This design comes from an exercise in tuning for small area, a short achievable clock period and few clock cycles per item on the open sky130 flow, not from production work. Only simulation tests tie the RTL to the original design; equivalence was not proved. No activity file was given, so power comes from the tool's default toggle rates.

// pib_top
module pib_top (
    input  wire        clk,
    input  wire        rst,           
    input  wire        host_valid,
    input  wire        host_write,
    input  wire [1:0]  host_size,     
    input  wire [17:0] host_addr,     
    input  wire [31:0] host_wdata,
    output wire        host_ready,
    output wire [31:0] host_rdata,
    output wire        host_err
);
Size in the first run: roughly 10000 cells after synthesis, ~2100 flip-flops, roughly 90 I/O pins, about 0.11 mm^2 of cells after synthesis.
make LEC_CHECK=0 CAP_MARGIN=30 CORE_MARGIN=2 CORE_UTILIZATION=45 CTS_BUF_LIST=sky130_fd_sc_hd__clkbuf_16 CTS_CLUSTER_DIAMETER=60 CTS_CLUSTER_SIZE=30 PLACE_DENSITY=0.65 SETUP_SLACK_MARGIN=5 SLEW_MARGIN=20 finish   # period 12.0 ns
run.sh (not shown) runs the stock make flow with config.mk's settings and CLKGATE_MAP_FILE= SYNTH_SCRIPT=/design/flow/synth_recipe.tcl, a recipe that flattens the netlist after the stock synthesis.
Testbench counts at the start, summed over its fixed seeds: cycles 38,968, items 1,200.
Then changed:
- CORE_UTILIZATION: 45 -> 40
- PLACE_DENSITY: 0.65 -> 0.6
=>
- wire length goes up by about 0.6%
- total power rose by 4.4%
- die area rises by 12%
- core utilization goes down by 5.5 points
- maximum frequency is higher by 2.8%
- global-route usage came out lower by 5.5 points
- register-to-register slack gains 0.40 ns
- cell count is higher by about 3.3%
- setup slack gains 0.22 ns
- design area is higher by about 1.6%
- synthesized cell count stays the same
Then changed:
- CTS_CLUSTER_DIAMETER: 60 -> 70
- CTS_CLUSTER_SIZE: 30 -> 35
After rerunning: This time the run completed and failed the layout checks on max-capacitance violations, max-slew violations; combinational power rises by about 0.6%; clock power drops by 14%; total power went down by 6.3%; count of clock-buffer cells in the layout is lower by 44; fmax climbs by 0.39%; first-iteration DRC count shrinks by 2.4%.
Then changed:
- CORE_UTILIZATION: 40 -> 50
- CTS_CLUSTER_DIAMETER: 70 -> 60
- CTS_CLUSTER_SIZE: 35 -> 30
- PLACE_DENSITY: 0.6 -> 0.65
- TNS_END_PERCENT: not set -> 0
This time the run ran to the end with no violations.
Via count climbs by 1.9%.
Cell area drops by 4.9%.
Critical path depth climbs by 2.
Clock skew drops by 0.025 ns.
Global-route usage climbs by 9.1 points.
Setup slack got worse by 0.19 ns.
Register-to-register slack got worse by 0.77 ns.
Total power drops by 0.31%.
Die area drops by 20%.
Wire length drops by 5.8%.

* * *

Setup of the baseline:
Starting RTL as in the previous note.
clock: 12.0 ns
lec_check: 0
cap_margin: 30
core_margin: 2
core_utilization: 40
place_density: 0.6
setup_slack_margin: 5
slew_margin: 20
Testbench counts of the baseline, summed over its fixed seeds: cycles 38,968, items 1,200.
## Diff of input files: the candidate against the baseline
Settings: setting CTS_CLUSTER_DIAMETER to 60 for the first time; setting CTS_CLUSTER_SIZE to 30 for the first time; setting TNS_END_PERCENT to 0 for the first time; setting CTS_BUF_LIST to sky130_fd_sc_hd__clkbuf_16 for the first time.
--- outcome ---
- Diff the baseline -> the candidate | number of clock buffers inserted by TritonCTS | decrease of 41
- The candidate vs the baseline — number of antenna repair diodes dropped 23.
- In the candidate, the count of clock buffers in the final design came out 89 below the value in the baseline.

* * *

Another version of the RTL of pib_top (not shown whole).
Size in the first run: ~2000 flip-flops, about 90 I/O pins.
// pib_top
module pib_top (
    input  wire        clk,
    input  wire        rst,           
    input  wire        host_valid,
    input  wire        host_write,
    input  wire [1:0]  host_size,     
    input  wire [17:0] host_addr,     
    input  wire [31:0] host_wdata,
    output wire        host_ready,
    output wire [31:0] host_rdata,
    output wire        host_err
);
Settings: LEC_CHECK=0, CAP_MARGIN=20, CORE_MARGIN=2, CORE_UTILIZATION=25, PLACE_DENSITY=0.45, SLEW_MARGIN=20; clock period 12.0 ns.
The baseline completed with no timing, DRC or antenna violations.
Testbench counts at the start, summed over its fixed seeds: cycles 39,988, items 1,200.
Then changed:
- ABC_CLOCK_PERIOD_IN_PS: not set -> 6000
- SETUP_SLACK_MARGIN: not set -> 4.5
After rerunning:
- The changed run went through all stages and came out clean
- wire length drops by 2.7%
- cell area climbs by 3.5%
- core utilization climbs by 1.1 points
- worst hold slack is about the same
- total power barely changes
- worst setup slack improves by 0.27 ns

-- static timing again, ports no longer ideal --
The flow's constraints put no driver on any port. The routed layouts listed below were extracted and timed again, unchanged, in two steps.
Step 1 sets driving cells, clkbuf_16 on the clock port and buf_2 on the other inputs (assumed; they add their load-dependent delay and slew).
Step 2, shift: input delay + t, output delay - t, t = (earliest + latest rising clock arrival at the registers) / 2. This alone moves slack from input paths to output paths.
Three values: ideal, step 1, step 2; two values: the first two.
| run | t (ns) | setup WS [ns] | clock arrival spread, ns |
|---|---|---|---|
| the first run of note 1 | 1.013 | 3.962 / 3.908 / 3.699 | 0.072 / 0.072 |
| the second run of note 1 | 1.073 | 4.182 / 3.973 / 3.735 | 0.063 / 0.064 |
| the third run of note 1 | 1.027 | 4.213 / 3.962 / 3.752 | 0.082 / 0.083 |
| the fourth run of note 1 | 0.976 | 4.023 / 3.782 / 3.230 | 0.057 / 0.057 |
| the baseline | 1.068 | 4.167 / 3.908 / 3.651 | 0.088 / 0.088 |
| the candidate | 1.030 | 3.964 / 3.964 / 3.215 | 0.075 / 0.074 |
| the first run of note 3 | 1.059 | 0.546 / 0.546 / 0.469 | 0.155 / 0.155 |
| the second run of note 3 | 1.061 | 0.819 / 0.819 / 0.819 | 0.127 / 0.128 |
The setup slack of the fourth run of note 1, which loses most, moves by -0.241 ns with the drivers and by -0.793 ns with both steps.
